This is an optimization exercise on Yosys and OpenROAD, whose aim is small area and a short achievable clock period, not a production implementation. At most, simulation tests tie the RTL to the original design; equivalence was not proved. For runs 5 and 6, only the layout was checked, not whether the RTL still works. No activity file was given, so power comes from the tool's default toggle rates.

<file path="flow/design.v">
module r10k_sched (
    input  logic        clk,
    input  logic        rst,           
    input  logic [7:0]  n_insts,       
    output logic [7:0]  prog_addr,     
    input  logic [31:0] prog_data0,    
    input  logic [31:0] prog_data1,    
    output logic [1:0]  status,        
    output logic [15:0] cycle,
    output logic [1:0]  fetch_v,
    output logic [15:0] fetch_idx,
    output logic [1:0]  decode_v,
    output logic [15:0] decode_idx,
    output logic [1:0]  dispatch_v,
    output logic [15:0] dispatch_idx,
    output logic [1:0]  issue_v,
    output logic [15:0] issue_idx,
    output logic [1:0]  execute_v,
    output logic [15:0] execute_idx,
    output logic [1:0]  complete_v,
    output logic [15:0] complete_idx,
    output logic [1:0]  retire_v,
    output logic [15:0] retire_idx
);
  localparam logic [1:0] ST_RUN = 2'd0, ST_DONE = 2'd1, ST_ABORT = 2'd2;
  localparam int DECW = 17;
  logic [7:0]             fp, nd, nr;
  logic [1:0]             fq_len, dq_len;
  logic [4:0]             rob_cnt;
  logic [4:0]             flc;                  
  logic [1:0][DECW-1:0]   fq, dq;
  logic [15:0]            rob_done, rob_dv;
  logic [15:0]            map_rdy;
  logic [3:0]             rs_busy, rs_iss, rs_w1, rs_w2;
  logic [3:0][3:0]        rs_t1, rs_t2, rs_d;
  logic [3:0][7:0]        rs_idx;
  logic [3:0]             rs_lat;               
  logic [1:0]             xq_len;
  logic [1:0][1:0]        xq_k;                 
  logic [1:0]             cq_len;
  logic [1:0][3:0]        cq_d;
  logic [1:0][7:0]        cq_idx;
  logic [1:0]             cq_lat;               
  logic [1:0]             cq_wait;
  logic [15:0]            cycle_r;
  logic [1:0]             status_r;
  logic [6:0][1:0]        ev_v;                 
  logic [1:0][7:0]        ev_iss_idx, ev_cmp_idx;
  logic [3:0][3:0]        rs_slot;
  logic [1:0][3:0]        cq_slot;
  always_comb begin
    for (int q = 0; q < 4; q++) rs_slot[q] = rs_idx[q][3:0];
    for (int j = 0; j < 2; j++) cq_slot[j] = cq_idx[j][3:0];
  end
  logic [3:0][1:0][7:0]   ev_io_idx;            
  wire run = (status_r == ST_RUN);
  wire [3:0] h0 = nr[3:0];
  wire [15:0] done_nx = {rob_done[0], rob_done[15:1]};
  wire [15:0] dv_nx   = {rob_dv[0], rob_dv[15:1]};
  wire       ret0 = (rob_cnt != 5'd0) & rob_done[h0];
  wire       ret1 = ret0 & (rob_cnt[4:1] != 4'd0) & done_nx[h0];
  wire       rel0 = ret0 & rob_dv[h0];
  wire       rel1 = ret1 & dv_nx[h0];
  wire c0 = cq_len[0] & ~cq_wait[0];
  wire c1 = cq_len[1] & ~cq_wait[1];
  wire k0 = cq_len[0] & cq_wait[0];
  wire k1 = cq_len[1] & cq_wait[1];
  wire [1:0] klen = {k0 & k1, k0 | k1};
  function automatic logic woken(input logic [3:0] tag);
    woken = (c0 && tag == cq_slot[0]) || (c1 && tag == cq_slot[1]);
  endfunction
  wire ex0 = xq_len[0] & ~klen[1];
  wire ex1 = xq_len[1] & ~klen[0];
  wire [7:0] ex_idx0 = rs_idx[xq_k[0]];
  wire [7:0] ex_idx1 = rs_idx[xq_k[1]];
  logic [3:0] freed;
  always_comb begin
    for (int q = 0; q < 4; q++)
      freed[q] = (ex0 && xq_k[0] == 2'(q)) || (ex1 && xq_k[1] == 2'(q));
  end
  wire [1:0] xq_rem = ex1 ? 2'b00 : ex0 ? {1'b0, xq_len[1]} : xq_len;
  logic [3:0] w1_n, w2_n, rdy;
  always_comb begin
    for (int q = 0; q < 4; q++) begin
      w1_n[q] = rs_w1[q] & ~woken(rs_t1[q]);
      w2_n[q] = rs_w2[q] & ~woken(rs_t2[q]);
      rdy[q]  = rs_busy[q] & ~rs_iss[q] & ~w1_n[q] & ~w2_n[q];
    end
  end
  logic [1:0] sel0, sel1;
  logic       any0, any1;
  always_comb begin
    any0 = 1'b0; any1 = 1'b0; sel0 = '0; sel1 = '0;
    for (int q = 0; q < 4; q++) begin
      if (rdy[q]) begin
        if (!any0) begin
          any0 = 1'b1; sel0 = 2'(q);
        end else if (!any1) begin
          any1 = 1'b1; sel1 = 2'(q);
        end
      end
    end
  end
  wire iss0 = any0 & ~xq_rem[1];
  wire iss1 = any1 & ~xq_rem[0];
  logic [3:0] issued;
  always_comb begin
    for (int q = 0; q < 4; q++)
      issued[q] = (iss0 && sel0 == 2'(q)) || (iss1 && sel1 == 2'(q));
  end
  wire [3:0] free = ~rs_busy | freed;
  wire [1:0] kA = dq[0][16:15];
  wire       s1vA = dq[0][14], s2vA = dq[0][9], dvA = dq[0][4];
  wire [3:0] s1A = dq[0][13:10], s2A = dq[0][8:5], dA = dq[0][3:0];
  wire [1:0] kB = dq[1][16:15];
  wire       s1vB = dq[1][14], s2vB = dq[1][9], dvB = dq[1][4];
  wire [3:0] s1B = dq[1][13:10], s2B = dq[1][8:5], dB = dq[1][3:0];
  wire aluA = (kA == 2'd0), ldA = (kA == 2'd1), stA = kA[1];
  wire aluB = (kB == 2'd0), ldB = (kB == 2'd1), stB = kB[1];
  function automatic logic found(input logic [1:0] kind, input logic [3:0] fr);
    case (kind)
      2'd0:    found = fr[0] | fr[1];
      2'd1:    found = fr[2];
      default: found = fr[3];
    endcase
  endfunction
  wire [3:0] selA = {stA, ldA, aluA & ~free[0], aluA & free[0]};
  wire [3:0] selB = {stB, ldB, aluB & (aluA | ~free[0]), aluB & ~aluA & free[0]};
  wire foundA = found(kA, free);
  wire foundA_pre = found(kA, ~rs_busy);
  wire foundB = aluB ? (aluA ? (free[0] & free[1]) : (free[0] | free[1])) :
                ldB  ? (free[2] & ~ldA) : (free[3] & ~stA);
  wire rob_full_r = (rob_cnt == 5'd16) & ~ret0;
  wire rob_room2  = (rob_cnt <= 5'd14) | ret0;           
  wire flA_ok = ~dvA | (flc != 5'd0);
  wire flB_ok = ~dvB | ((flc != 5'd0) & ~(dvA & flc == 5'd1));
  wire canA  = dq_len[0] & ~rob_full_r & flA_ok;
  wire dispA = canA & foundA;
  wire dispB = canA & foundA & dq_len[1] & rob_room2 & foundB & flB_ok;
  wire [7:0] nd1 = nd + 8'd1;
  wire [7:0] nd2 = nd + 8'd2;
  wire [3:0] slotA = nd[3:0];
  wire [3:0] slotB = nd[3:0] + 4'd1;
  logic [15:0] mrdy;
  always_comb begin
    for (int r = 0; r < 16; r++)
      mrdy[r] = map_rdy[r] | (c0 && cq_lat[0] && cq_d[0] == 4'(r)) |
                             (c1 && cq_lat[1] && cq_d[1] == 4'(r));
  end
  function automatic logic [3:0] producer(input logic [3:0] r);
    logic [3:0] t;
    t = '0;
    for (int q = 0; q < 4; q++)
      if (rs_busy[q] && rs_lat[q] && rs_d[q] == r) t = t | rs_slot[q];
    if (cq_len[0] && cq_lat[0] && cq_d[0] == r) t = t | cq_slot[0];
    if (cq_len[1] && cq_lat[1] && cq_d[1] == r) t = t | cq_slot[1];
    producer = t;
  endfunction
  wire       wA1 = s1vA & ~mrdy[s1A];
  wire       wA2 = s2vA & ~mrdy[s2A];
  wire       byB1 = dvA & (dA == s1B);
  wire       byB2 = dvA & (dA == s2B);
  wire       wB1 = s1vB & (byB1 | ~mrdy[s1B]);
  wire       wB2 = s2vB & (byB2 | ~mrdy[s2B]);
  wire [3:0] tA1 = producer(s1A);
  wire [3:0] tA2 = producer(s2A);
  wire [3:0] tB1 = byB1 ? slotA : producer(s1B);
  wire [3:0] tB2 = byB2 ? slotA : producer(s2B);
  function automatic logic overwritten(input logic [3:0] r);
    overwritten = (dispA && dvA && dA == r) || (dispB && dvB && dB == r);
  endfunction
  logic [3:0] rs_lat_k;
  logic [1:0] cq_lat_k;
  always_comb begin
    for (int q = 0; q < 4; q++) rs_lat_k[q] = rs_lat[q] & ~overwritten(rs_d[q]);
    for (int j = 0; j < 2; j++) cq_lat_k[j] = cq_lat[j] & ~overwritten(cq_d[j]);
  end
  wire latA = dvA & ~(dispB & dvB & (dB == dA));
  wire       more0 = (fp != n_insts);
  wire [7:0] fp1 = fp + 8'd1;
  wire [7:0] fp2 = fp + 8'd2;
  wire       more1 = more0 & (fp1 != n_insts);
  typedef struct packed {
    logic [1:0] m;         
    logic [1:0] nf;        
    logic [1:0] dq_n, fq_n;
  } fe_t;
  function automatic fe_t front(input logic [1:0] dq_after);
    fe_t r;
    logic [1:0] room, fq_after;
    room = {~dq_after[0], ~dq_after[1]};
    r.m = fq_len & room;
    fq_after = {fq_len[1] & ~r.m[0], fq_len[1] ? ~r.m[1] : fq_len[0] & ~r.m[0]};
    r.nf = {~fq_after[0], ~fq_after[1]} & {more1, more0};
    r.dq_n = {dq_after[1] | (dq_after[0] & r.m[0]) | r.m[1], dq_after[0] | r.m[0]};
    r.fq_n = {fq_after[1] | (fq_after[0] & r.nf[0]) | r.nf[1], fq_after[0] | r.nf[0]};
    front = r;
  endfunction
  fe_t fe_0, fe_1, fe_2, fe;
  assign fe_0 = front(dq_len);
  assign fe_1 = front({1'b0, dq_len[1]});
  assign fe_2 = front(2'b00);
  assign fe   = dispB ? fe_2 : dispA ? fe_1 : fe_0;
  wire [7:0] nr1 = nr + 8'd1;
  wire [7:0] nr2 = nr + 8'd2;
  wire done_n = ret1 ? (nr2 == n_insts) : ret0 ? (nr1 == n_insts) : (nr == n_insts);
  wire progress = ret0 | c0 | c1 | ex0 | (any0 & ~xq_len[1]) | (canA & foundA_pre) |
                  (fq_len[0] & ~dq_len[1]) | (more0 & ~fq_len[1]);
  wire abort_n = ~progress & ~cq_len[0];
  wire [4:0] rc_r = rob_cnt - 5'({ret1, ret0 & ~ret1});
  wire [1:0] fl_take = {dispB & dvA & dvB, (dispA & dvA) ^ (dispB & dvB)};
  wire [1:0] fl_rel  = {rel0 & rel1, rel0 ^ rel1};
  logic [4:0] fl_next;
  always_comb begin
    case ({fl_rel, fl_take})
      4'b0000, 4'b0101, 4'b1010: fl_next = flc;
      4'b0100, 4'b1001:          fl_next = flc + 5'd1;
      4'b1000:                   fl_next = flc + 5'd2;
      4'b0001, 4'b0110:          fl_next = flc - 5'd1;
      default:                   fl_next = flc - 5'd2;
    endcase
  end
  always_ff @(posedge clk) begin
    if (rst) begin
      fp <= '0;
      cycle_r <= 16'd1;
      status_r <= ST_RUN;
      ev_v <= '0;
    end else if (run) begin
      fp <= fe.nf[1] ? fp2 : fe.nf[0] ? fp1 : fp;
      cycle_r <= (done_n | abort_n) ? cycle_r : cycle_r + 16'd1;
      status_r <= done_n ? ST_DONE : abort_n ? ST_ABORT : ST_RUN;
      ev_v[0] <= fe.nf;
      ev_v[1] <= fe.m;
      ev_v[2] <= {dispB, dispA};
      ev_v[3] <= {iss1, iss0};
      ev_v[4] <= {ex1, ex0};
      ev_v[5] <= {c0 & c1, c0 | c1};
      ev_v[6] <= {ret1, ret0};
    end else begin
      ev_v <= '0;
    end
  end
  always_ff @(posedge clk) begin
    if (rst) begin
      nd <= '0;  nr <= '0;
      fq_len <= '0;  dq_len <= '0;
      rob_cnt <= '0;
      flc <= 5'd16;
      rob_done <= '0;
      map_rdy <= '1;
      rs_busy <= '0;
      xq_len <= '0;
      cq_len <= '0;
    end else begin
      nd   <= dispB ? nd2 : dispA ? nd1 : nd;
      nr   <= ret1 ? nr2 : ret0 ? nr1 : nr;
      fq_len <= fe.fq_n;
      dq_len <= fe.dq_n;
      rob_cnt <= dispB ? rc_r + 5'd2 : dispA ? rc_r + 5'd1 : rc_r;
      flc  <= fl_next;
      for (int s = 0; s < 16; s++) begin
        if ((dispA && slotA == 4'(s)) || (dispB && slotB == 4'(s)))
          rob_done[s] <= 1'b0;
        else
          rob_done[s] <= rob_done[s] | (c0 && cq_slot[0] == 4'(s)) | (c1 && cq_slot[1] == 4'(s));
      end
      for (int r = 0; r < 16; r++) begin
        if ((dispA && dvA && dA == 4'(r)) || (dispB && dvB && dB == 4'(r)))
          map_rdy[r] <= 1'b0;
        else
          map_rdy[r] <= mrdy[r];
      end
      for (int q = 0; q < 4; q++)
        rs_busy[q] <= (rs_busy[q] & ~freed[q]) | (dispA & selA[q]) | (dispB & selB[q]);
      xq_len <= {xq_rem[1] | (xq_rem[0] & iss0) | iss1, xq_rem[0] | iss0};
      cq_len <= {klen[1] | (klen[0] & ex0) | ex1, klen[0] | ex0};
    end
  end
  function automatic logic [DECW-1:0] dec_word(input logic [31:0] w);
    dec_word = {w[1:0], w[2], w[11:8], w[3], w[19:16], w[4], w[27:24]};
  endfunction
  wire [1:0] dq_after = dispB ? 2'b00 : dispA ? {1'b0, dq_len[1]} : dq_len;
  wire [1:0] fq_after = {fq_len[1] & ~fe.m[0], fq_len[1] ? ~fe.m[1] : fq_len[0] & ~fe.m[0]};
  always_ff @(posedge clk) begin
    dq[0] <= dq_after[0] ? (dispA ? dq[1] : dq[0]) : fq[0];
    dq[1] <= dq_after[1] ? dq[1] : (dq_after[0] ? fq[0] : fq[1]);
    fq[0] <= fq_after[0] ? (fe.m[0] ? fq[1] : fq[0]) : dec_word(prog_data0);
    fq[1] <= fq_after[1] ? fq[1] : (fq_after[0] ? dec_word(prog_data0) : dec_word(prog_data1));
    for (int s = 0; s < 16; s++) begin
      if (dispA && slotA == 4'(s)) rob_dv[s] <= dvA;
      if (dispB && slotB == 4'(s)) rob_dv[s] <= dvB;
    end
    for (int q = 0; q < 4; q++) begin
      if (!free[q]) begin
        rs_iss[q] <= rs_iss[q] | issued[q];
        rs_w1[q]  <= w1_n[q];
        rs_w2[q]  <= w2_n[q];
        rs_lat[q] <= rs_lat_k[q];
      end else if (selA[q]) begin
        rs_iss[q] <= 1'b0;
        rs_w1[q] <= wA1;  rs_t1[q] <= tA1;
        rs_w2[q] <= wA2;  rs_t2[q] <= tA2;
        rs_idx[q] <= nd;
        rs_d[q] <= dA;  rs_lat[q] <= latA;
      end else begin
        rs_iss[q] <= 1'b0;
        rs_w1[q] <= wB1;  rs_t1[q] <= tB1;
        rs_w2[q] <= wB2;  rs_t2[q] <= tB2;
        rs_idx[q] <= nd1;
        rs_d[q] <= dB;  rs_lat[q] <= dvB;
      end
    end
    xq_k[0] <= xq_rem[0] ? (ex0 ? xq_k[1] : xq_k[0]) : sel0;
    xq_k[1] <= xq_rem[1] ? xq_k[1] : (xq_rem[0] ? sel0 : sel1);
    if (k0) begin
      cq_idx[0] <= cq_idx[0];    cq_wait[0] <= 1'b0;
      cq_d[0] <= cq_d[0];        cq_lat[0] <= cq_lat_k[0];
    end else if (k1) begin
      cq_idx[0] <= cq_idx[1];    cq_wait[0] <= 1'b0;
      cq_d[0] <= cq_d[1];        cq_lat[0] <= cq_lat_k[1];
    end else begin
      cq_idx[0] <= ex_idx0;      cq_wait[0] <= xq_k[0][1];
      cq_d[0] <= rs_d[xq_k[0]];  cq_lat[0] <= rs_lat_k[xq_k[0]];
    end
    if (k0 & k1) begin
      cq_idx[1] <= cq_idx[1];    cq_wait[1] <= 1'b0;
      cq_d[1] <= cq_d[1];        cq_lat[1] <= cq_lat_k[1];
    end else if (k0 | k1) begin
      cq_idx[1] <= ex_idx0;      cq_wait[1] <= xq_k[0][1];
      cq_d[1] <= rs_d[xq_k[0]];  cq_lat[1] <= rs_lat_k[xq_k[0]];
    end else begin
      cq_idx[1] <= ex_idx1;      cq_wait[1] <= xq_k[1][1];
      cq_d[1] <= rs_d[xq_k[1]];  cq_lat[1] <= rs_lat_k[xq_k[1]];
    end
    ev_cmp_idx[0] <= c0 ? cq_idx[0] : cq_idx[1];
    ev_cmp_idx[1] <= cq_idx[1];
    ev_iss_idx[0] <= rs_idx[sel0];
    ev_iss_idx[1] <= rs_idx[sel1];
    ev_io_idx[0] <= {fp1, fp};
    ev_io_idx[1] <= dq_len[1] ? {nd + 8'd3, nd2} : dq_len[0] ? {nd2, nd1} : {nd1, nd};
    ev_io_idx[2] <= {nd1, nd};
    ev_io_idx[3] <= {nr1, nr};
  end
  wire [7:0] exe_idx0 = (cq_len[1] && ev_v[4] == 2'b01) ? cq_idx[1] : cq_idx[0];
  assign prog_addr = fp;
  assign status    = status_r;
  assign cycle     = cycle_r;
  assign fetch_v    = ev_v[0];  assign fetch_idx    = ev_io_idx[0];
  assign decode_v   = ev_v[1];  assign decode_idx   = ev_io_idx[1];
  assign dispatch_v = ev_v[2];  assign dispatch_idx = ev_io_idx[2];
  assign issue_v    = ev_v[3];
  assign issue_idx  = ev_iss_idx;
  assign execute_v  = ev_v[4];
  assign execute_idx  = {cq_idx[1], exe_idx0};
  assign complete_v = ev_v[5];
  assign complete_idx = ev_cmp_idx;
  assign retire_v   = ev_v[6];  assign retire_idx   = ev_io_idx[3];
endmodule
</file>
<file path="flow/flow/run.sh">
#!/bin/bash
# The standard layout (the standard.sh, standard synthesis unchanged), with two changes to
# how the layout is optimised, not to what it is measured against:
#  - the port buffers are plain buffers (buf_2) instead of the default delay-style cell;
#  - the setup repair aims for more slack than the standard margin, and may change a cell's
#    footprint when it resizes.
# make's full output goes to flow.log here; ORFS's per-step logs stay under orfs/logs.
set -euo pipefail
bash standard.sh "BUFFER_PORTS_ARGS=-buffer_cell sky130_fd_sc_hd__buf_2" \
  SETUP_SLACK_MARGIN=7 MATCH_CELL_FOOTPRINT=0 finish > flow.log 2>&1
</file>
<file path="flow/standard.sh">
#!/bin/bash
# synth_recipe.tcl (not shown) runs the flow's synth.tcl, then flattens the netlist and writes it again
# the make line also repeats each setting of config.mk as NAME=value (left out here)
make -C /OpenROAD-flow-scripts/flow DESIGN_CONFIG=/design/flow/config.mk WORK_HOME=/design/flow/orfs CLKGATE_MAP_FILE= SYNTH_SCRIPT=/design/flow/synth_recipe.tcl "${@:-finish}"
</file>
<file path="flow/config.mk">
export PLATFORM = sky130hd
export DESIGN_NAME = r10k_sched
export DESIGN_NICKNAME = r10k_sched
export VERILOG_FILES = /design/flow/design.v
export SDC_FILE = /design/flow/constraint.sdc
export NUM_CORES = 4
export LEC_CHECK = 0
export CAP_MARGIN = 20
export CORE_MARGIN = 2
export CORE_UTILIZATION = 50
export CTS_CLUSTER_DIAMETER = 100
export CTS_CLUSTER_SIZE = 20
export SLEW_MARGIN = 20
</file>
<file path="flow/constraint.sdc">
create_clock -name core_clock -period 11.0 [get_ports {clk}]
set_input_delay 2.2000 -clock core_clock [delete_from_list [all_inputs] [get_ports {clk}]]
set_output_delay 2.2000 -clock core_clock [all_outputs]
set_load 0.01 [all_outputs]
</file>
==> summary.txt, run 1 <==
Outcome
- outcome: finished clean

Power and ir drop
- worst supply voltage drop on vdd: 134 uV
- P_leak: 10.5 nW
- power density over the cells: 214 nW/um^2

STA
- final hold violations: 0
- Max-Slew Margin vs Limit: 23.0%
- Clock Skew: 25.2 ps
- maximum achievable frequency: 253 MHz
- pins over their slew limit: 0
- Tcrit/Tclk final: 35.9%
- RSZ-0062 raised after global routing: true
- worst setup slack after layout: 7050 ps
- Final setup viols: 0
- shortest period the worst path allows: 3950 ps
- slew at the pin closest to its max-slew limit: 1140 ps
- setup TNS: 0 ps

GRT
- global-route wire length before repair: 119000 um
- vias in the first global route: 19500
- global route overflow: 0
- global routing usage summed across all routing layers: 30.1%
- maximum number of pins on one net before global-route repair: 76
- antenna violations before repair: 0

Routing
- initial drt markers: 1958
- drt via density: 6.23
- number of iterations in the first detailed-routing pass: 6
- DRC violation count after routing: 0
- met3 wirelength from detailed routing: 6470 um
- met2 wire len: 35900 um
- overall routed net length: 79500 um
- highest layer used for signal routing: met4
- count of vias placed by the detailed router: 20600
- number of nets with antenna violations after routing: 0
- routed length per placed instance: 24.0 um
- metal1 wirelength: 33800 um

Yosys
- gate count after technology mapping: 2532
- proportion of netlist area held by the largest area contributor: 23.1%
- share of async-settable or async-resettable flops after synthesis: 0%
- Post-Syn Nets: 2636
- leading cell types by total area after synthesis: edfxtp_1 23%, dfxtp_1 18%, xnor2_1 7.1%
- number of flops mapped to enable cells by yosys: 192
- area fraction in compound gates after synthesis: 13.3%
- total of warnings raised by yosys: 1
- Post-Synthesis Cell Area: 25000 um^2
- count of different cell masters after synthesis: 106
- Mapped Avg Cell Area: 9.87 um^2
- adder and majority cell fraction of the synthesized area: 1.60%
- post-synthesis share of cell area spent on xor and xnor gates: 11.3%
- number of storage elements in the synthesis netlist: 418
- main flop type after synthesis: dfxtp_1
- share of synthesized area spent on multiplexers: 13.6%
- most area-hungry cell type in the Yosys netlist: edfxtp_1
- proportion of synthesized chip area in sequential cells: 41.2%
- combinational family with the most area after synthesis: simple AND/OR/NAND/NOR gates
- simple-gate area share of the yosys netlist: 14.6%

Clock tree
- hold-fix buffer count after cts: 0
- CTS tree: yes
- Clock Pin Slew Worst Setup and Hold Paths: 90 ps
- Clock H-tree levels: 1
- total clock buffers created by CTS: 25
- CTS max path bufs: 3
- clock sink count: 418
- clock tree root driver cell: clkbuf_16
- worst-skew pair later-pin latency: 600 ps

Placed design
- instance count after placement with tap cells included: 3236
- worst setup slack before clock tree synthesis: 5920 ps
- final RePlAce weighted congestion: 0.975
- Cell Area, Placed: 26300 um^2
- Detailed Place HPWL: 54600 um
- buffers added on ports: 195

Floorplan
- Horiz. Die Dim: 228 um
- die height: 228 um
- core footprint: 49200 um^2
- # IOs: 226
- Die Outline Area: 51800 um^2
- initial core utilization: 50.8%
- Rows: 81

Worst hold path
- launch point of the worst hold path: cq_idx[12]
- hold crit path type: reg -> reg

Setup path
- category of the worst setup path launch point: register
- critical path class: reg -> out
- R2R Path Start: nr[1]
- register-to-register setup slack: 7070 ps
- end of the worst register-to-register path: flc[4]
- Critical Path End: execute_idx[2]
- critical path arrival: 1750 ps
- origin of the worst setup path: cq_idx[10]
- number of cells on the worst reg-to-reg path: 16
- maximum net fanout on the critical path: 22
- Worst setup EP type: output port
- worst path required time: 8800 ps

Final layout
- leading cell type in the layout, fill and taps excluded: nand2_1
- layout cells sized above 1: 20.8%
- ANT cells: 0
- Area Growth Syn to Fin: 10.4%
- number of standard cells in the layout, taps in and fillers out: 3308
- # nets final: 2731
- cell area after layout: 27600 um^2
- top library cells by usage in the layout, fill and taps aside: 249 x nand2_1, 218 x dfxtp_1, 201 x xnor2_1

Run
- max capacitance violation total: 0

per-layer routing:
| layer | global-route usage [%] | vias to the layer above |
|---|---|---|
| li1 | - | 9377 |
| met1 | 41.9 | 10000 |
| met2 | 47.8 | 1046 |
| met3 | 3.61 | 166 |
| met4 | 12.0 | 0 |
| met5 | 0 | - |
kinds of logic after synthesis:
kind of cell | count (synthesis)
muxes | 268
and+or+nand+nor | 765
buffers and inverters | 263
DFF | 418
AOI/OAI and AO/OA | 466
xor gates and xnor gates | 321
adders and majority gates | 31
where the power goes:
group / total (mW) / internal (mW) / switching [mW]
sequential: 2.57 / 2.03 / 0.543
clock: 0.986 / 0.439 / 0.547
combinational: 2.35 / 1.00 / 1.35
through the flow:
stage / power, mW / hold WS [ps] / utilization (%)
final: 5.91 / 453 / 56.1
after floorplan: 4.09 / 329 / -
after detailed placement: 4.85 / 436 / 53.6
after CTS: 5.85 / 459 / 55.5
after global routing: 6.19 / 483 / 56.1
after global placement: 4.79 / 437 / 53.6
final cells by class:
class | instances | area (um^2)
fillers | 4373 | 21600
multi-input cells | 1856 | 13900
flip-flops and latches | 418 | 10300
repair buffers | 266 | 1540
well taps | 664 | 831
clock buffers | 41 | 696
inverters | 59 | 236
clock inverters | 3 | 33.8
repair inverters | 1 | 8.76
flip-flops by register name (all words and copies together), names as in the netlist, 8 cells and up:
signal      count
ev_io_idx      64
dq             34
fq             34
rs_idx         32
cq_idx         16
cycle_r        16
ev_cmp_idx     16
ev_iss_idx     16
map_rdy        16
rob_done       16
rob_dv         16
rs_d           16
rs_t1          16
rs_t2          16
ev_v           14
cq_d            8
fp              8
nd              8
nr              8
worst min path at each step:
stage,endpoint,depth (start not counted)
finish,ev_cmp_idx[12],0
global route,ev_cmp_idx[12],0
CTS,ev_cmp_idx[12],0
detailed placement,ev_cmp_idx[10],0
global placement,ev_cmp_idx[12],0
floorplan,ev_io_idx[35],0
cell usage after synthesis (32+ instances only):
| master | instances |
|---|---|
| nand2_1 | 254 |
| dfxtp_1 | 226 |
| xnor2_1 | 202 |
| edfxtp_1 | 192 |
| nor2_1 | 169 |
| clkbuf_1 | 131 |
| xor2_1 | 119 |
| mux2_2 | 115 |
| mux2i_1 | 108 |
| a21oi_1 | 102 |
| nand3_1 | 80 |
| nor3_1 | 76 |
| o21ai_0 | 69 |
| inv_1 | 54 |
| a22oi_1 | 49 |
| mux4_2 | 45 |
| a31oi_1 | 32 |
| buf_1 | 32 |
worst max-delay path, cell delays in order, from the launching register on:
cell and delay, ps:
edfxtp_1 450, buf_6 230, mux2_4 320, buf_2 140
repair_timing:
item	4_1_cts	5_1_grt
pin swaps	5	11
buffers inserted	8	13
gates resized for setup	37	35
cloned	1	5
setup endpoints to repair	242	151
==> inputs of run 2 (changes only) <==
--- a/flow/config.mk
+++ b/flow/config.mk
@@ -8,6 +8,7 @@
 export CAP_MARGIN = 20
 export CORE_MARGIN = 2
-export CORE_UTILIZATION = 50
+export CORE_UTILIZATION = 40
 export CTS_CLUSTER_DIAMETER = 100
 export CTS_CLUSTER_SIZE = 20
+export GPL_TIMING_DRIVEN = 1
 export SLEW_MARGIN = 20
==> run 2 against run 1 <==
  * Critical path depth is 1 higher
  * Synthesized cell count stayed put
  * Clock power is 16% higher
  * Count of clock-buffer cells in the layout is 1 higher
  * Core utilization is 11 points lower
  * Wire length is 1.4% higher
  * Cell count is 5.2% higher
  * First-iteration DRC count is 12% higher
  * Synthesized area stayed put
  * Via count is 0.14% higher
  * Non-clock buffer count is 5 lower
  * Register-to-register slack better by 20 ps
  * Critical endpoint is now execute_idx[1]
==> summary.txt, run 2 <==
STA
- maximum achievable frequency: 253 MHz, about the same
- Clock Skew: 32.3 ps, was 25.2 ps
- pins over their slew limit: 0, unchanged
- Max-Slew Margin vs Limit: 23.9%, was 23.0%
- worst setup slack after layout: 7040 ps, was 7050 ps
- Final setup viols: 0, unchanged
- slew at the pin closest to its max-slew limit: 1140 ps, about the same
- RSZ-0062 raised after global routing: true, unchanged
- Tcrit/Tclk final: 36.0%, was 35.9%
- setup TNS: 0 ps, unchanged
- shortest period the worst path allows: 3960 ps, was 3950 ps
- final hold violations: 0, unchanged
- worst hold slack after final layout: 440 ps, was 453 ps

Yosys
- top-count cell post-synth: nand2_1, unchanged
- Mapped Avg Cell Area: 9.87 um^2, unchanged
- area fraction in compound gates after synthesis: 13.3%, unchanged
- gate count after technology mapping: 2532, unchanged
- share of async-settable or async-resettable flops after synthesis: 0%, unchanged
- leading cell types by total area after synthesis: edfxtp_1 23%, dfxtp_1 18%, xnor2_1 7.1%, unchanged
- number of flops mapped to enable cells by yosys: 192, unchanged
- most area-hungry cell type in the Yosys netlist: edfxtp_1, unchanged
- post-synthesis share of cell area spent on xor and xnor gates: 11.3%, unchanged
- adder and majority cell fraction of the synthesized area: 1.60%, unchanged
- simple-gate area share of the yosys netlist: 14.6%, unchanged
- most frequent cells after synthesis: 254 x nand2_1, 226 x dfxtp_1, 202 x xnor2_1, unchanged
- count of different cell masters after synthesis: 106, unchanged
- proportion of netlist area held by the largest area contributor: 23.1%, unchanged
- proportion of synthesized chip area in sequential cells: 41.2%, unchanged
- total of warnings raised by yosys: 1, unchanged
- share of synthesized area spent on multiplexers: 13.6%, unchanged
- main flop type after synthesis: dfxtp_1, unchanged
- combinational family with the most area after synthesis: simple AND/OR/NAND/NOR gates, unchanged
- number of storage elements in the synthesis netlist: 418, unchanged
- Post-Syn Nets: 2636, unchanged
- Post-Synthesis Cell Area: 25000 um^2, unchanged

Setup path
- register-to-register setup slack: 7090 ps, was 7070 ps
- Critical Path Slowest Stage Cell: dfxtp_4, was edfxtp_1
- critical path arrival: 1760 ps, was 1750 ps
- worst path required time: 8800 ps, about the same
- critical path class: reg -> out, unchanged
- category of the worst setup path launch point: register, unchanged
- Bufs and invs on worst path: 2, unchanged
- Critical Path, Cell by Cell: nand3b_1 > buf_6 > mux2_2 > buf_2, was buf_6 > mux2_4 > buf_2
- maximum net fanout on the critical path: 8, was 22
- cell type group with the largest total delay on the critical path: flip-flops, unchanged
- Worst setup EP type: output port, unchanged
- Max stage delay on crit path: 390 ps, was 450 ps

GRT
- global route overflow: 0, unchanged
- maximum number of pins on one net before global-route repair: 76, unchanged
- antenna violations before repair: 0, unchanged
- global routing usage summed across all routing layers: 24.3%, was 30.1%
- global-route wire length before repair: 121000 um, was 119000 um
- vias in the first global route: 19800, was 19500

Floorplan
- core footprint: 61700 um^2, was 49200 um^2
- # IOs: 226, unchanged
- initial core utilization: 40.5%, was 50.8%
- Rows: 91, was 81
- die height: 254 um, was 228 um
- Die Outline Area: 64500 um^2, was 51800 um^2
- Horiz. Die Dim: 254 um, was 228 um

Clock tree
- total clock buffers created by CTS: 28, was 25
- worst-skew pair later-pin latency: 620 ps, was 600 ps
- hold-fix buffer count after cts: 0, unchanged
- clock sink count: 418, unchanged
- CTS tree: yes, unchanged
- CTS max path bufs: 3, unchanged
- Clock H-tree levels: 1, unchanged
- Clock Pin Slew Worst Setup and Hold Paths: 90 ps, about the same
- clock tree root driver cell: clkbuf_16, unchanged

Routing
- DRC violation count after routing: 0, unchanged
- met2 wire len: 36600 um, was 35900 um
- routed length per placed instance: 23.2 um, was 24.0 um
- number of nets with antenna violations after routing: 0, unchanged
- metal1 wirelength: 34300 um, was 33800 um
- highest layer used for signal routing: met4, unchanged
- met3 wirelength from detailed routing: 6710 um, was 6470 um
- count of vias placed by the detailed router: 20600, about the same
- initial drt markers: 2196, was 1958
- overall routed net length: 80600 um, was 79500 um
- drt via density: 5.93, was 6.23
- number of iterations in the first detailed-routing pass: 6, unchanged

Worst hold path
- hold crit path type: reg -> reg, unchanged

Final layout
- sequential cell area in the final layout: 10300 um^2, about the same
- largest registers: ev_io_idx (64), dq (34), fq (34), unchanged
- number of flip-flops under the largest register name: 64, unchanged
- cell area after layout: 27900 um^2, was 27600 um^2
- ANT cells: 0, unchanged
- Area Growth Syn to Fin: 11.6%, was 10.4%
- number of standard cells in the layout, taps in and fillers out: 3479, was 3308
- largest reg by FF count: ev_io_idx, unchanged
- top library cells by usage in the layout, fill and taps aside: 249 x nand2_1, 216 x dfxtp_1, 201 x xnor2_1, was 249 x nand2_1, 218 x dfxtp_1, 201 x xnor2_1
- area of the multi-input gates: 13800 um^2, was 13900 um^2
- Fillers: 5889, was 4373
- layout cells sized above 1: 20.9%, was 20.8%
- # nets final: 2725, was 2731
- leading cell type in the layout, fill and taps excluded: nand2_1, unchanged

Power and ir drop
- power density over the cells: 217 nW/um^2, was 214 nW/um^2
- power share of the clock group: 18.8%, was 16.7%
- sequential share of power: 42.9%, was 43.5%
- net switching power: 2.49 mW, was 2.44 mW
- P_leak: 10.6 nW, was 10.5 nW
- cell internal power dissipation: 3.56 mW, was 3.47 mW
- switching share of power: 41.2%, was 41.3%
- proportion of power drawn by combinational gates: 38.3%, was 39.8%
- worst supply voltage drop on vdd: 149 uV, was 134 uV

Placed design
- worst setup slack before clock tree synthesis: 6010 ps, was 5920 ps
- final RePlAce weighted congestion: 0.912, was 0.975
- instance count after placement with tap cells included: 3401, was 3236
- Detailed Place HPWL: 55700 um, was 54600 um
- Cell Area, Placed: 26500 um^2, was 26300 um^2
- buffers added on ports: 195, unchanged

Outcome
- outcome: finished clean, unchanged

Run
- max capacitance violation total: 0, unchanged

==> run 2: power groups by stage <==
stage	combinational, mW	sequential (mW)	clock (mW)
after detailed placement	2.24	2.61	0
after CTS	2.27	2.58	1.16
after global placement	2.19	2.59	0
final	2.32	2.60	1.14
after global routing	2.51	2.64	1.21
after floorplan	1.83	2.26	0
==> run 2: path summary, 6_finish.rpt <==
path              startpoint              to  cells after the start
setup / recovery   cq_len[1]  execute_idx[1]                      4
hold / removal    cq_idx[13]  ev_cmp_idx[13]                      0
setup reg to reg       nr[0]          flc[4]                     16
hold reg to reg   cq_idx[13]  ev_cmp_idx[13]                      0
==> run 2: logic make-up (layout without fill, tap and decap cells) <==
logic type	count (synthesis)	after routing
AOI/OAI and AO/OA	466	467
xor gates and xnor gates	321	321
adders and majority gates	31	31
buffers and inverters	263	372
DFF	418	418
muxes	268	268
and+or+nand+nor	765	765
==> run 2: area by class of cell <==
| type | count | share of cell area (%) |
|---|---|---|
| sequential | 418 | 37.0 |
| timing repair inverter | 1 | 0.0314 |
| timing repair buffer | 261 | 5.49 |
| inverter | 59 | 0.906 |
| multi-input combinational | 1852 | 49.6 |
| tap | 837 | 3.76 |
| clock inverter | 9 | 0.444 |
| clock buffer | 42 | 2.81 |
==> run 2: layer usage <==
metal | GRT usage [%] | vias up
met5 | 0 | -
met4 | 8.71 | 0
met3 | 4.24 | 185
met2 | 38.5 | 1022
met1 | 33.3 | 10100
li1 | - | 9360
==> run 2: what timing repair did <==
item | in CTS | in global routing
endpoints found under the setup margin | 182 | 112
cloned | 0 | 2
gates resized for setup | 37 | 30
buffers inserted | 12 | 13
pin swaps | 4 | 4
==> run 2: metrics by stage <==
step	total power [mW]	util (%)
after detailed placement	4.85	43.0
final	6.05	45.2
after CTS	6.01	44.8
after floorplan	4.09	-
after global routing	6.36	45.2
after global placement	4.79	43.0
==> run 2: worst reg2reg max path, cell delays in order (launching register included) <==
cell	delay, ps
dfxtp_4	480
buf_4	180
mux4_2	480
mux2_2	270
o21ai_0	400
or2_2	210
inv_1	40
ha_2	240
nand2_1	150
ha_1	250
a21o_1	190
a21oi_2	170
xor2_1	200
nor3_1	60
o21ai_0	170
o2111ai_1	140
a2bb2oi_1	170
==> inputs of run 3 (changes only) <==
--- a/flow/config.mk
+++ b/flow/config.mk
@@ -11,4 +11,3 @@
 export CTS_CLUSTER_DIAMETER = 100
 export CTS_CLUSTER_SIZE = 20
-export GPL_TIMING_DRIVEN = 1
 export SLEW_MARGIN = 20
==> run 3 against run 2 <==
  * Still clean on timing, DRC and antenna
  * Via count unchanged
  * Wire length unchanged
  * Flip-flop and latch count unchanged
  * Sequential share of layout area unchanged
  * First-iteration DRC count unchanged
  * Critical path depth unchanged
  * Clock skew unchanged
  * Count of clock-buffer cells in the layout unchanged
  * Register-to-register slack about the same
==> summary.txt, run 3 <==
Outcome
- outcome: finished clean, unchanged

Routing
- overall routed net length: 80600 um, unchanged
- number of nets with antenna violations after routing: 0, unchanged
- count of vias placed by the detailed router: 20600, unchanged
- initial drt markers: 2196, unchanged
- DRC violation count after routing: 0, unchanged
- routed length per placed instance: 23.2 um, unchanged
- drt via density: 5.93, unchanged
- number of iterations in the first detailed-routing pass: 6, unchanged

STA
- slew at the pin closest to its max-slew limit: 1140 ps, unchanged
- shortest period the worst path allows: 3960 ps, unchanged
- Tcrit/Tclk final: 36.0%, unchanged
- pins over their slew limit: 0, unchanged
- Clock Skew: 32.3 ps, unchanged
- final hold violations: 0, unchanged
- setup TNS: 0 ps, unchanged
- RSZ-0062 raised after global routing: true, unchanged
- maximum achievable frequency: 253 MHz, unchanged
- Final setup viols: 0, unchanged
- Max-Slew Margin vs Limit: 23.9%, unchanged

Setup path
- category of the worst setup path launch point: register, unchanged
- critical path class: reg -> out, unchanged
- Critical Path Slowest Stage Cell: dfxtp_4, unchanged
- worst path required time: 8800 ps, about the same
- critical path arrival: 1760 ps, about the same
- Worst setup EP type: output port, unchanged
- maximum net fanout on the critical path: 8, unchanged
- cell type group with the largest total delay on the critical path: flip-flops, unchanged
- Max stage delay on crit path: 390 ps, about the same
- Bufs and invs on worst path: 2, unchanged
- Critical Path, Cell by Cell: nand3b_1 > buf_6 > mux2_2 > buf_2, unchanged

Placed design
- Detailed Place HPWL: 55700 um, unchanged
- Cell Area, Placed: 26500 um^2, unchanged
- instance count after placement with tap cells included: 3401, unchanged
- final RePlAce weighted congestion: 0.912, unchanged
- buffers added on ports: 195, unchanged

Yosys
- Mapped Avg Cell Area: 9.87 um^2, unchanged
- most frequent cells after synthesis: 254 x nand2_1, 226 x dfxtp_1, 202 x xnor2_1, unchanged
- proportion of synthesized chip area in sequential cells: 41.2%, unchanged
- number of flops mapped to enable cells by yosys: 192, unchanged
- Post-Syn Nets: 2636, unchanged
- leading cell types by total area after synthesis: edfxtp_1 23%, dfxtp_1 18%, xnor2_1 7.1%, unchanged
- gate count after technology mapping: 2532, unchanged
- proportion of netlist area held by the largest area contributor: 23.1%, unchanged
- share of async-settable or async-resettable flops after synthesis: 0%, unchanged
- most area-hungry cell type in the Yosys netlist: edfxtp_1, unchanged
- number of storage elements in the synthesis netlist: 418, unchanged
- Post-Synthesis Cell Area: 25000 um^2, unchanged
- top-count cell post-synth: nand2_1, unchanged
- main flop type after synthesis: dfxtp_1, unchanged
- count of different cell masters after synthesis: 106, unchanged
- total of warnings raised by yosys: 1, unchanged

Final layout
- top library cells by usage in the layout, fill and taps aside: 249 x nand2_1, 216 x dfxtp_1, 201 x xnor2_1, unchanged
- largest reg by FF count: ev_io_idx, unchanged
- number of flip-flops under the largest register name: 64, unchanged
- layout cells sized above 1: 20.9%, unchanged
- leading cell type in the layout, fill and taps excluded: nand2_1, unchanged
- # nets final: 2725, unchanged
- Area Growth Syn to Fin: 11.6%, unchanged
- number of standard cells in the layout, taps in and fillers out: 3479, unchanged
- ANT cells: 0, unchanged
- largest registers: ev_io_idx (64), dq (34), fq (34), unchanged
- cell area after layout: 27900 um^2, unchanged

Clock tree
- clock tree root driver cell: clkbuf_16, unchanged
- clock sink count: 418, unchanged
- CTS tree: yes, unchanged
- Clock H-tree levels: 1, unchanged
- hold-fix buffer count after cts: 0, unchanged
- CTS max path bufs: 3, unchanged
- total clock buffers created by CTS: 28, unchanged
- Clock Pin Slew Worst Setup and Hold Paths: 90 ps, about the same
- worst-skew pair later-pin latency: 620 ps, about the same

GRT
- global-route wire length before repair: 121000 um, unchanged
- global route overflow: 0, unchanged
- maximum number of pins on one net before global-route repair: 76, unchanged
- antenna violations before repair: 0, unchanged
- global routing usage summed across all routing layers: 24.3%, unchanged
- vias in the first global route: 19800, unchanged

Floorplan
- Rows: 91, unchanged
- # IOs: 226, unchanged
- Horiz. Die Dim: 254 um, unchanged
- die height: 254 um, unchanged
- core footprint: 61700 um^2, unchanged
- Die Outline Area: 64500 um^2, unchanged
- initial core utilization: 40.5%, unchanged

Run
- max capacitance violation total: 0, unchanged

Power and ir drop
- P_leak: 10.6 nW, unchanged
- worst supply voltage drop on vdd: 149 uV, unchanged
- power density over the cells: 217 nW/um^2, unchanged

Worst hold path
- hold crit path type: reg -> reg, unchanged

[run 3: what timing repair did]
item,CTS,global route
resized for setup,37,30
endpoints found under the hold margin,0,0
setup endpoints to repair,182,112
pin swaps,4,4
setup buffers,12,13
cloned,0,2
[run 3: stage by stage]
step	hold slack [ps]	setup slack (ps)	util [%]	total power, mW
finish	440	7040	45.2	6.05
global route	476	6900	45.2	6.36
CTS	441	6930	44.8	6.01
detailed placement	406	6010	43.0	4.85
global placement	395	6070	43.0	4.79
floorplan	329	6960	-	4.09
[run 3: area by class of cell]
class | count | area [um^2]
Multi-Input combinational cell | 1852 | 13800
Timing Repair Buffer | 261 | 1530
Clock inverter | 9 | 124
Tap cell | 837 | 1050
Clock buffer | 42 | 785
Sequential cell | 418 | 10300
Fill cell | 5889 | 33800
Timing Repair inverter | 1 | 8.76
Inverter | 59 | 253
[run 3: worst paths after layout]
check	start	end	slack, ps	depth (start not counted)
max reg2reg	nr[0]	flc[4]	7090	16
max	cq_len[1]	execute_idx[1]	7040	4
min	cq_idx[13]	ev_cmp_idx[13]	440	0
min reg2reg	cq_idx[13]	ev_cmp_idx[13]	440	0
[run 3: worst register-to-register path, cell delays in order (launching register included)]
cell	delay (ps)
dfxtp_4	480
buf_4	180
mux4_2	480
mux2_2	270
o21ai_0	400
or2_2	210
inv_1	40
ha_2	240
nand2_1	150
ha_1	250
a21o_1	190
a21oi_2	170
xor2_1	200
nor3_1	60
o21ai_0	170
o2111ai_1	140
a2bb2oi_1	170
[run 3: cell families (layout without fill, tap and decap cells)]
family | count (synthesis) | in the layout | synth area share, %
flip-flops | 418 | 418 | 41.2
AND/OR/NAND/NOR | 765 | 765 | 14.6
buffers and inverters | 263 | 372 | 4.43
AO/OA/AOI/OAI | 466 | 467 | 13.3
multiplexers | 268 | 268 | 13.6
adder cells (fa/ha/maj) | 31 | 31 | 1.60
XOR/XNOR | 321 | 321 | 11.3
[run 3: per-layer routing]
metal | up-vias | track usage, % | share of wire (%)
li1 | 9360 | - | -
met2 | 1022 | 38.5 | 45
met3 | 185 | 4.24 | 8.3
met4 | 0 | 8.71 | 3.8
met1 | 10100 | 33.3 | 43
met5 | - | 0 | 0
[run 3: power by group]
part           internal [mW]  total [mW]  leakage [nW]  switching (mW)
logic                   1.00        2.32          6.24            1.32
clock network          0.534        1.14         0.439           0.606
registers               2.03        2.60          3.93           0.569
==> inputs of run 4 (changes only) <==
--- a/flow/config.mk
+++ b/flow/config.mk
@@ -9,4 +9,5 @@
 export CORE_MARGIN = 2
 export CORE_UTILIZATION = 40
+export CTS_BUF_LIST = sky130_fd_sc_hd__clkbuf_8 sky130_fd_sc_hd__clkbuf_16
 export CTS_CLUSTER_DIAMETER = 100
 export CTS_CLUSTER_SIZE = 20
==> run 4 against run 3 <==
  * Largest power group unchanged
  * Largest cell class unchanged
  * Critical path type unchanged
  * Sequential share of layout area did not move
  * Die area did not move
  * Final area is the same
==> summary.txt, run 4 <==
Clock tree
- Clock Pin Slew Worst Setup and Hold Paths: 90 ps, about the same
- CTS tree: yes, unchanged
- Clock H-tree levels: 1, unchanged
- clock tree root driver cell: clkbuf_16, unchanged
- worst-skew pair later-pin latency: 620 ps, about the same
- CTS max path bufs: 3, unchanged
- clock sink count: 418, unchanged
- total clock buffers created by CTS: 28, unchanged
- hold-fix buffer count after cts: 0, unchanged

Final layout
- largest registers: ev_io_idx (64), dq (34), fq (34), unchanged
- layout cells sized above 1: 20.9%, unchanged
- largest reg by FF count: ev_io_idx, unchanged
- leading cell type in the layout, fill and taps excluded: nand2_1, unchanged
- number of standard cells in the layout, taps in and fillers out: 3479, unchanged
- top library cells by usage in the layout, fill and taps aside: 249 x nand2_1, 216 x dfxtp_1, 201 x xnor2_1, unchanged
- cell area after layout: 27900 um^2, unchanged
- Post-Route Utilization: 45.2%, unchanged
- Area Growth Syn to Fin: 11.6%, unchanged
- Fillers: 5890, was 5889
- ANT cells: 0, unchanged
- number of flip-flops under the largest register name: 64, unchanged
- # nets final: 2725, unchanged

Setup path
- Bufs and invs on worst path: 2, unchanged
- cell type group with the largest total delay on the critical path: flip-flops, unchanged
- critical path class: reg -> out, unchanged
- Critical Path, Cell by Cell: nand3b_1 > buf_6 > mux2_2 > buf_2, unchanged
- worst path required time: 8800 ps, about the same
- critical path arrival: 1760 ps, about the same
- maximum net fanout on the critical path: 8, unchanged
- Worst setup EP type: output port, unchanged
- category of the worst setup path launch point: register, unchanged
- Max stage delay on crit path: 390 ps, about the same
- Critical Path Slowest Stage Cell: dfxtp_4, unchanged

STA
- final hold violations: 0, unchanged
- Max-Slew Margin vs Limit: 23.4%, was 23.9%
- setup TNS: 0 ps, unchanged
- pins over their slew limit: 0, unchanged
- shortest period the worst path allows: 3960 ps, about the same
- Tcrit/Tclk final: 36.0%, about the same
- RSZ-0062 raised after global routing: true, unchanged
- maximum achievable frequency: 253 MHz, about the same
- slew at the pin closest to its max-slew limit: 1150 ps, was 1140 ps
- Clock Skew: 33.0 ps, was 32.3 ps
- Final setup viols: 0, unchanged

Floorplan
- die height: 254 um, unchanged
- # IOs: 226, unchanged
- core footprint: 61700 um^2, unchanged
- Horiz. Die Dim: 254 um, unchanged
- Rows: 91, unchanged
- Die Outline Area: 64500 um^2, unchanged
- initial core utilization: 40.5%, unchanged

Routing
- drt via density: 5.93, about the same
- overall routed net length: 80700 um, was 80600 um
- number of nets with antenna violations after routing: 0, unchanged
- routed length per placed instance: 23.2 um, about the same
- DRC violation count after routing: 0, unchanged
- initial drt markers: 2122, was 2196
- number of iterations in the first detailed-routing pass: 8, was 6
- count of vias placed by the detailed router: 20600, about the same

GRT
- vias in the first global route: 19800, about the same
- maximum number of pins on one net before global-route repair: 76, unchanged
- antenna violations before repair: 0, unchanged
- global route overflow: 0, unchanged
- global routing usage summed across all routing layers: 24.3%, about the same
- global-route wire length before repair: 121000 um, about the same

Yosys
- share of async-settable or async-resettable flops after synthesis: 0%, unchanged
- gate count after technology mapping: 2532, unchanged
- count of different cell masters after synthesis: 106, unchanged
- leading cell types by total area after synthesis: edfxtp_1 23%, dfxtp_1 18%, xnor2_1 7.1%, unchanged
- proportion of netlist area held by the largest area contributor: 23.1%, unchanged
- most frequent cells after synthesis: 254 x nand2_1, 226 x dfxtp_1, 202 x xnor2_1, unchanged
- Post-Syn Nets: 2636, unchanged
- Mapped Avg Cell Area: 9.87 um^2, unchanged
- proportion of synthesized chip area in sequential cells: 41.2%, unchanged
- main flop type after synthesis: dfxtp_1, unchanged
- top-count cell post-synth: nand2_1, unchanged
- most area-hungry cell type in the Yosys netlist: edfxtp_1, unchanged
- number of storage elements in the synthesis netlist: 418, unchanged
- Post-Synthesis Cell Area: 25000 um^2, unchanged
- total of warnings raised by yosys: 1, unchanged
- number of flops mapped to enable cells by yosys: 192, unchanged

Placed design
- buffers added on ports: 195, unchanged
- final RePlAce weighted congestion: 0.912, unchanged
- instance count after placement with tap cells included: 3401, unchanged
- Detailed Place HPWL: 55700 um, unchanged
- Cell Area, Placed: 26500 um^2, unchanged

Power and ir drop
- worst supply voltage drop on vdd: 150 uV, was 149 uV
- P_leak: 10.7 nW, was 10.6 nW
- power density over the cells: 217 nW/um^2, about the same
- Tot Pwr: 6.05 mW, about the same

Outcome
- outcome: finished clean, unchanged

Run
- max capacitance violation total: 0, unchanged

Worst hold path
- hold crit path type: reg -> reg, unchanged

run 4: power breakdown:
group	switching [mW]	internal (mW)	leakage [nW]
Sequential	0.572	2.03	3.93
Clock	0.612	0.524	0.488
Combinational	1.31	1.00	6.24
run 4: worst register-to-register path: stages, from the launching register on:
cell	delay [ps]
dfxtp_4	480
buf_4	180
mux4_2	480
mux2_2	270
o21ai_0	390
or2_2	210
inv_1	40
ha_2	240
nand2_1	150
ha_1	250
a21o_1	190
a21oi_2	170
xor2_1	200
nor3_1	60
o21ai_0	160
o2111ai_1	140
a2bb2oi_1	170
run 4: cells by family (layout without fill, tap and decap cells):
| logic type | Yosys count | count (layout) | share of synthesized area (%) |
|---|---|---|---|
| compound gates | 466 | 467 | 13.3 |
| xor+xnor | 321 | 321 | 11.3 |
| fa+ha+maj | 31 | 31 | 1.60 |
| buf+inv | 263 | 372 | 4.43 |
| flops | 418 | 418 | 41.2 |
| mux | 268 | 268 | 13.6 |
| simple gates | 765 | 765 | 14.6 |
run 4: per-stage QoR:
| stage | worst slack, ps | hold slack [ps] |
|---|---|---|
| floorplan | 6960 | 329 |
| finish | 7040 | 441 |
| global placement | 6070 | 395 |
| detailed placement | 6010 | 406 |
| global route | 6900 | 476 |
| CTS | 6930 | 441 |
run 4: path summary, 6_finish.rpt:
path | cells past startpoint | endpoint | startpoint | slack [ps]
hold reg to reg | 0 | ev_cmp_idx[13] | cq_idx[13] | 440
hold / removal | 0 | ev_cmp_idx[13] | cq_idx[13] | 440
setup reg to reg | 16 | flc[4] | nr[0] | 7100
setup / recovery | 4 | execute_idx[1] | cq_len[1] | 7040
run 4: per-layer routing:
metal  GRT usage (%)  vias up  wire length (um)
met1            33.3    10100             34500
met3            4.24      178              6650
met5               0        -                 0
met4            8.71        0              2970
met2            38.5     1012             36600
li1                -     9374                 -
run 4: timing repair:
item | in CTS | in global routing
buffers inserted | 12 | 13
setup endpoints to repair | 182 | 112
gates cloned | 0 | 2
pin swaps | 4 | 4
gates resized for setup | 37 | 30
run 4: layout make-up:
class / count / area [um^2] / share of cell area, %
Tap cell: 837 / 1050 / 3.76
Inverter: 59 / 253 / 0.906
Clock buffer: 30 / 739 / 2.65
Timing Repair inverter: 1 / 8.76 / 0.0314
Multi-Input combinational cell: 1852 / 13800 / 49.6
Clock inverter: 21 / 169 / 0.606
Timing Repair Buffer: 261 / 1530 / 5.49
Sequential cell: 418 / 10300 / 37.0
==> inputs of run 5 (changes only) <==
--- a/flow/design.v
+++ b/flow/design.v
@@ -46,5 +46,5 @@
   logic [1:0]             status_r;
   logic [6:0][1:0]        ev_v;                 
-  logic [1:0][7:0]        ev_iss_idx, ev_cmp_idx;
+  logic [1:0][7:0]        ev_iss_idx, ev_exe_idx, ev_cmp_idx;
   logic [3:0][3:0]        rs_slot;
   logic [1:0][3:0]        cq_slot;
@@ -338,4 +338,6 @@
     ev_iss_idx[0] <= rs_idx[sel0];
     ev_iss_idx[1] <= rs_idx[sel1];
+    ev_exe_idx[0] <= ex_idx0;
+    ev_exe_idx[1] <= ex_idx1;
     ev_io_idx[0] <= {fp1, fp};
     ev_io_idx[1] <= dq_len[1] ? {nd + 8'd3, nd2} : dq_len[0] ? {nd2, nd1} : {nd1, nd};
@@ -343,5 +345,4 @@
     ev_io_idx[3] <= {nr1, nr};
   end
-  wire [7:0] exe_idx0 = (cq_len[1] && ev_v[4] == 2'b01) ? cq_idx[1] : cq_idx[0];
   assign prog_addr = fp;
   assign status    = status_r;
@@ -353,5 +354,5 @@
   assign issue_idx  = ev_iss_idx;
   assign execute_v  = ev_v[4];
-  assign execute_idx  = {cq_idx[1], exe_idx0};
+  assign execute_idx  = ev_exe_idx;
   assign complete_v = ev_v[5];
   assign complete_idx = ev_cmp_idx;
--- a/flow/config.mk
+++ b/flow/config.mk
@@ -9,5 +9,4 @@
 export CORE_MARGIN = 2
 export CORE_UTILIZATION = 40
-export CTS_BUF_LIST = sky130_fd_sc_hd__clkbuf_8 sky130_fd_sc_hd__clkbuf_16
 export CTS_CLUSTER_DIAMETER = 100
 export CTS_CLUSTER_SIZE = 20
==> run 5 against run 4 <==
  * Still clean
  * Clock power decreased by 9%
  * First-iteration DRC count decreased by 18%
  * Total power increased by 1.2%
  * Final area increased by 0.93%
  * Critical path type is now in -> reg
==> summary.txt, run 5 <==
Routing
- number of nets with antenna violations after routing: 0, unchanged
- DRC violation count after routing: 0, unchanged
- overall routed net length: 80600 um, was 80700 um
- initial drt markers: 1745, was 2122
- count of vias placed by the detailed router: 20700, was 20600
- drt via density: 5.95, was 5.93
- number of iterations in the first detailed-routing pass: 8, unchanged
- routed length per placed instance: 23.1 um, was 23.2 um

Outcome
- outcome: finished clean, unchanged

Yosys
- most area-hungry cell type in the Yosys netlist: edfxtp_1, unchanged
- proportion of netlist area held by the largest area contributor: 22.8%, was 23.1%
- share of async-settable or async-resettable flops after synthesis: 0%, unchanged
- leading cell types by total area after synthesis: edfxtp_1 23%, dfxtp_1 19%, xnor2_1 6.5%, was edfxtp_1 23%, dfxtp_1 18%, xnor2_1 7.1%
- count of different cell masters after synthesis: 90, was 106
- Post-Synthesis Cell Area: 25200 um^2, was 25000 um^2
- proportion of synthesized chip area in sequential cells: 42.0%, was 41.2%
- Mapped Avg Cell Area: 9.97 um^2, was 9.87 um^2
- main flop type after synthesis: dfxtp_1, unchanged
- gate count after technology mapping: 2532, unchanged
- number of storage elements in the synthesis netlist: 434, was 418
- top-count cell post-synth: nand2_1, unchanged
- number of flops mapped to enable cells by yosys: 192, unchanged
- most frequent cells after synthesis: 249 x nand2_1, 242 x dfxtp_1, 192 x edfxtp_1, was 254 x nand2_1, 226 x dfxtp_1, 202 x xnor2_1
- Post-Syn Nets: 2636, unchanged
- total of warnings raised by yosys: 1, unchanged

Clock tree
- clock sink count: 434, was 418
- CTS tree: yes, unchanged
- worst-skew pair later-pin latency: 600 ps, was 620 ps
- Clock H-tree levels: 1, unchanged
- Clock Pin Slew Worst Setup and Hold Paths: 80 ps, was 90 ps
- clock tree root driver cell: clkbuf_16, unchanged
- hold-fix buffer count after cts: 0, unchanged
- CTS max path bufs: 3, unchanged
- total clock buffers created by CTS: 26, was 28

Power and ir drop
- worst supply voltage drop on vdd: 124 uV, was 150 uV
- P_leak: 10.9 nW, was 10.7 nW
- power density over the cells: 217 nW/um^2, about the same
- Tot Pwr: 6.12 mW, was 6.05 mW

STA
- pins over their slew limit: 0, unchanged
- final hold violations: 0, unchanged
- worst hold slack after final layout: 405 ps, was 441 ps
- Tcrit/Tclk final: 35.9%, was 36.0%
- Final setup viols: 0, unchanged
- maximum achievable frequency: 253 MHz, about the same
- worst setup slack after layout: 7050 ps, was 7040 ps
- setup TNS: 0 ps, unchanged
- Max-Slew Margin vs Limit: 24.0%, was 23.4%
- shortest period the worst path allows: 3950 ps, was 3960 ps
- Clock Skew: 23.5 ps, was 33.0 ps
- RSZ-0062 raised after global routing: true, unchanged
- slew at the pin closest to its max-slew limit: 1130 ps, was 1150 ps

Setup path
- critical path class: in -> reg, was reg -> out
- cell type group with the largest total delay on the critical path: compound AO/OA/AOI/OAI gates, was flip-flops
- category of the worst setup path launch point: input pin, was register
- Bufs and invs on worst path: 1, was 2
- worst path required time: 11480 ps, was 8800 ps
- Max stage delay on crit path: 390 ps, about the same
- maximum net fanout on the critical path: 6, was 8
- Critical Path Slowest Stage Cell: a221o_1, was dfxtp_4
- critical path arrival: 4440 ps, was 1760 ps
- Critical Path, Cell by Cell: buf_2 > xor2_1 > nor4_2 > nand4_1 > a221o_1 > a211oi_2 > o211a_4 > nand2b_4 > nor4_1 > mux2_2, was nand3b_1 > buf_6 > mux2_2 > buf_2
- Worst setup EP type: register, was output port

Run
- max capacitance violation total: 0, unchanged

Floorplan
- die height: 255 um, was 254 um
- core footprint: 62700 um^2, was 61700 um^2
- # IOs: 226, unchanged
- initial core utilization: 40.2%, was 40.5%
- Rows: 92, was 91
- Die Outline Area: 65100 um^2, was 64500 um^2
- Horiz. Die Dim: 255 um, was 254 um

Final layout
- layout cells sized above 1: 20.6%, was 20.9%
- Post-Route Utilization: 44.9%, was 45.2%
- largest reg by FF count: ev_io_idx, unchanged
- Area Growth Syn to Fin: 11.5%, was 11.6%
- ANT cells: 0, unchanged
- largest registers: ev_io_idx (64), dq (34), fq (34), unchanged
- leading cell type in the layout, fill and taps excluded: nand2_1, unchanged
- number of flip-flops under the largest register name: 64, unchanged
- # nets final: 2728, was 2725
- top library cells by usage in the layout, fill and taps aside: 246 x nand2_1, 239 x dfxtp_1, 195 x buf_2, was 249 x nand2_1, 216 x dfxtp_1, 201 x xnor2_1

GRT
- antenna violations before repair: 0, unchanged
- maximum number of pins on one net before global-route repair: 60, was 76
- global route overflow: 0, unchanged
- global-route wire length before repair: 119000 um, was 121000 um
- vias in the first global route: 19800, about the same
- global routing usage summed across all routing layers: 23.8%, was 24.3%

Placed design
- final RePlAce weighted congestion: 0.944, was 0.912
- worst setup slack before clock tree synthesis: 5680 ps, was 6010 ps
- Detailed Place HPWL: 55600 um, was 55700 um
- buffers added on ports: 195, unchanged

Worst hold path
- hold crit path type: reg -> reg, unchanged

run 5: timing repair:
item                       in CTS  in global routing
cloned                          4                  1
pin swaps                       7                 10
setup endpoints to repair     244                100
setup buffers                  17                 12
gates resized for setup        34                 27
run 5: cells by family (layout without fill, tap and decap cells):
kind of cell | after synthesis | in the layout | share of synthesized area (%)
mux | 277 | 277 | 14.3
xor+xnor | 321 | 321 | 11.1
buf+inv | 261 | 367 | 4.14
fa+ha+maj | 30 | 30 | 1.55
flops | 434 | 434 | 42.0
simple gates | 813 | 816 | 15.7
compound gates | 396 | 398 | 11.2
run 5: per-layer routing:
metal / track usage (%) / wire [um] / up-vias / share of wire [%]
met4: 8.05 / 2580 / 0 / 3.2
met3: 3.04 / 6690 / 170 / 8.3
met5: 0 / 0 / - / 0
met1: 32.0 / 33200 / 10200 / 41
met2: 39.6 / 38100 / 1031 / 47
li1: - / - / 9366 / -
run 5: path summary, 6_finish.rpt:
| kind | end | cells past startpoint | start | slack, ps |
|---|---|---|---|---|
| setup / recovery | cycle_r[12] | 10 | n_insts[4] | 7050 |
| hold / removal | ev_cmp_idx[14] | 0 | cq_idx[14] | 410 |
| setup reg to reg | nd[7] | 11 | xq_k[1] | 7090 |
| hold reg to reg | ev_cmp_idx[14] | 0 | cq_idx[14] | 410 |
run 5: report_power, final:
| part | internal, mW | switching, mW | total, mW |
|---|---|---|---|
| Sequential | 2.12 | 0.586 | 2.70 |
| Combinational | 1.05 | 1.33 | 2.37 |
| Clock | 0.477 | 0.567 | 1.04 |
run 5: final cells by class:
type	count	area [um^2]
clock buffer	44	761
inverter	56	236
clock inverter	3	26.3
multi-input combinational	1842	13900
fill	5904	34600
sequential	434	10600
timing repair buffer	264	1590
tap	846	1060
run 5: metrics by stage:
stage	std cells	area [um^2]
after floorplan	2532	25300
final	3489	28100
after global routing	3489	28100
after CTS	3475	27900
after global placement	3407	26800
after detailed placement	3407	26800
==> inputs of run 6 (changes only) <==
--- a/flow/flow/run.sh
+++ b/flow/flow/run.sh
@@ -8,3 +8,3 @@
 set -euo pipefail
 bash standard.sh "BUFFER_PORTS_ARGS=-buffer_cell sky130_fd_sc_hd__buf_2" \
-  SETUP_SLACK_MARGIN=7 MATCH_CELL_FOOTPRINT=0 finish > flow.log 2>&1
+  SETUP_SLACK_MARGIN=7.3 MATCH_CELL_FOOTPRINT=0 finish > flow.log 2>&1
==> run 6 against run 5 <==
  * Highest routed layer unchanged
  * Non-clock buffer count is 29 higher
  * Critical path depth is 1 higher
  * Count of clock-buffer cells in the layout is 2 lower
  * Core utilization is 1.1 points higher
  * Critical path type unchanged
  * First-iteration DRC count is 3.8% higher
  * Flip-flop and latch count stayed put
  * Critical endpoint is now cycle_r[13]
  * Sequential share of layout area is 0.88 points lower
==> summary.txt, run 6 <==
Routing
- drt via density: 5.89, was 5.95
- routed length per placed instance: 23.4 um, was 23.1 um
- number of iterations in the first detailed-routing pass: 6, was 8
- count of vias placed by the detailed router: 20700, about the same
- number of nets with antenna violations after routing: 0, unchanged
- DRC violation count after routing: 0, unchanged
- overall routed net length: 82100 um, was 80600 um

Setup path
- number of cells on the worst reg-to-reg path: 12, was 11
- register-to-register setup slack: 7240 ps, was 7090 ps
- worst path required time: 11490 ps, was 11480 ps
- end of the worst register-to-register path: cycle_r[3], was nd[7]
- critical path class: in -> reg, unchanged
- Max stage delay on crit path: 430 ps, was 390 ps
- Bufs and invs on worst path: 2, was 1
- R2R Path Start: cq_idx[3], was xq_k[1]
- maximum net fanout on the critical path: 4, was 6
- Critical Path Slowest Stage Cell: a221o_1, unchanged
- Worst setup EP type: register, unchanged
- category of the worst setup path launch point: input pin, unchanged
- critical path arrival: 4550 ps, was 4440 ps

Final layout
- largest registers: ev_io_idx (64), dq (34), fq (34), unchanged
- top library cells by usage in the layout, fill and taps aside: 244 x nand2_1, 233 x dfxtp_1, 192 x edfxtp_1, was 246 x nand2_1, 239 x dfxtp_1, 195 x buf_2
- leading cell type in the layout, fill and taps excluded: nand2_1, unchanged
- sequential cell area in the final layout: 10600 um^2, about the same
- # nets final: 2755, was 2728
- Post-Route Utilization: 46.0%, was 44.9%
- largest reg by FF count: ev_io_idx, unchanged
- area of the multi-input gates: 14100 um^2, was 13900 um^2
- Area Growth Syn to Fin: 14.4%, was 11.5%
- layout cells sized above 1: 23.3%, was 20.6%
- ANT cells: 0, unchanged

GRT
- global routing usage summed across all routing layers: 24.3%, was 23.8%
- vias in the first global route: 19700, was 19800
- global-route wire length before repair: 121000 um, was 119000 um
- maximum number of pins on one net before global-route repair: 68, was 60
- global route overflow: 0, unchanged

Worst hold path
- depth of the worst hold-timing path: 0, unchanged
- hold crit path type: reg -> reg, unchanged
- hold endpoint: ev_cmp_idx[12], was ev_cmp_idx[14]

Yosys
- total of warnings raised by yosys: 1, unchanged
- most area-hungry cell type in the Yosys netlist: edfxtp_1, unchanged
- top-count cell post-synth: nand2_1, unchanged
- Post-Syn Nets: 2636, unchanged
- count of different cell masters after synthesis: 90, unchanged
- number of flops mapped to enable cells by yosys: 192, unchanged
- proportion of synthesized chip area in sequential cells: 42.0%, unchanged
- number of storage elements in the synthesis netlist: 434, unchanged

Floorplan
- Horiz. Die Dim: 255 um, unchanged
- die height: 255 um, unchanged
- Rows: 92, unchanged
- # IOs: 226, unchanged

Placed design
- buffers added on ports: 195, unchanged
- Detailed Place HPWL: 55800 um, was 55600 um

Clock tree
- CTS tree: yes, unchanged
- Clock H-tree levels: 1, unchanged
- total clock buffers created by CTS: 26, unchanged
- Clock Pin Slew Worst Setup and Hold Paths: 90 ps, was 80 ps
- clock sink count: 434, unchanged

STA
- Max-Slew Margin vs Limit: 21.5%, was 24.0%
- setup TNS: 0 ps, unchanged
- maximum achievable frequency: 246 MHz, was 253 MHz
- final hold violations: 0, unchanged
- Clock Skew: 32.6 ps, was 23.5 ps
- shortest period the worst path allows: 4060 ps, was 3950 ps
- RSZ-0062 raised after global routing: true, unchanged
- Final setup viols: 0, unchanged

Power and ir drop
- P_leak: 11.2 nW, was 10.9 nW
- power density over the cells: 215 nW/um^2, was 217 nW/um^2
- worst supply voltage drop on vdd: 136 uV, was 124 uV

Outcome
- outcome: finished clean, unchanged

Run
- max capacitance violation total: 0, unchanged

run 6: routing by layer:
metal / vias up / GRT usage, % / routed length, um
li1: 9415 / - / -
met1: 10200 / 33.0 / 34100
met2: 935 / 40.3 / 38900
met3: 154 / 3.21 / 6490
met4: 0 / 7.49 / 2590
met5: - / 0 / 0
run 6: stage by stage:
step / total power, mW / hold slack (ps) / instance area [um^2] / std cells / worst slack (ps)
final: 6.22 / 396 / 28900 / 3516 / 6940
after global routing: 6.52 / 415 / 28900 / 3516 / 6900
after CTS: 6.14 / 401 / 28400 / 3492 / 7040
after detailed placement: 4.98 / 376 / 26800 / 3407 / 5700
after global placement: 4.90 / 377 / 26800 / 3406 / 5750
after floorplan: 4.19 / 329 / 25300 / 2532 / 6780
run 6: worst max-delay path by stage:
stage | from | end | slack [ps] | cells after the start
2_1_floorplan | n_insts[3] | cycle_r[1] | 6780 | 11
3_3_place_gp | n_insts[5] | cycle_r[5] | 5750 | 10
3_5_place_dp | n_insts[5] | cycle_r[5] | 5700 | 10
4_1_cts | n_insts[3] | cycle_r[14] | 7040 | 10
5_1_grt | n_insts[6] | cycle_r[13] | 6900 | 11
6_report | n_insts[6] | cycle_r[13] | 6940 | 11
run 6: cells by family (layout without fill, tap and decap cells):
group                      Yosys count  count (layout)  synth area share [%]
AOI/OAI and AO/OA                  396             398                  11.2
xor gates and xnor gates           321             321                  11.1
adders and majority gates           30              30                  1.55
buffers and inverters              261             396                  4.14
DFF                                434             434                  42.0
muxes                              277             277                  14.3
and+or+nand+nor                    813             814                  15.7
run 6: what timing repair did:
action                     CTS  global route
gates resized for setup     93            70
hold buffers                 0             0
pin swaps                   22            22
cloned                       3             2
setup buffers               35            22
setup endpoints to repair  275           161
run 6: area by class of cell:
type	count	area share, %
flip-flops and latches	434	36.8
clock inverters	5	0.204
multi-input cells	1840	49.0
inverters	56	0.893
well taps	846	3.67
clock buffers	42	2.57
repair buffers	293	6.84
run 6: power by group:
part | total [mW] | internal [mW] | switching, mW
sequential | 2.72 | 2.12 | 0.604
clock | 1.06 | 0.482 | 0.577
combinational | 2.43 | 1.09 | 1.35
total | 6.22 | 3.69 | 2.53
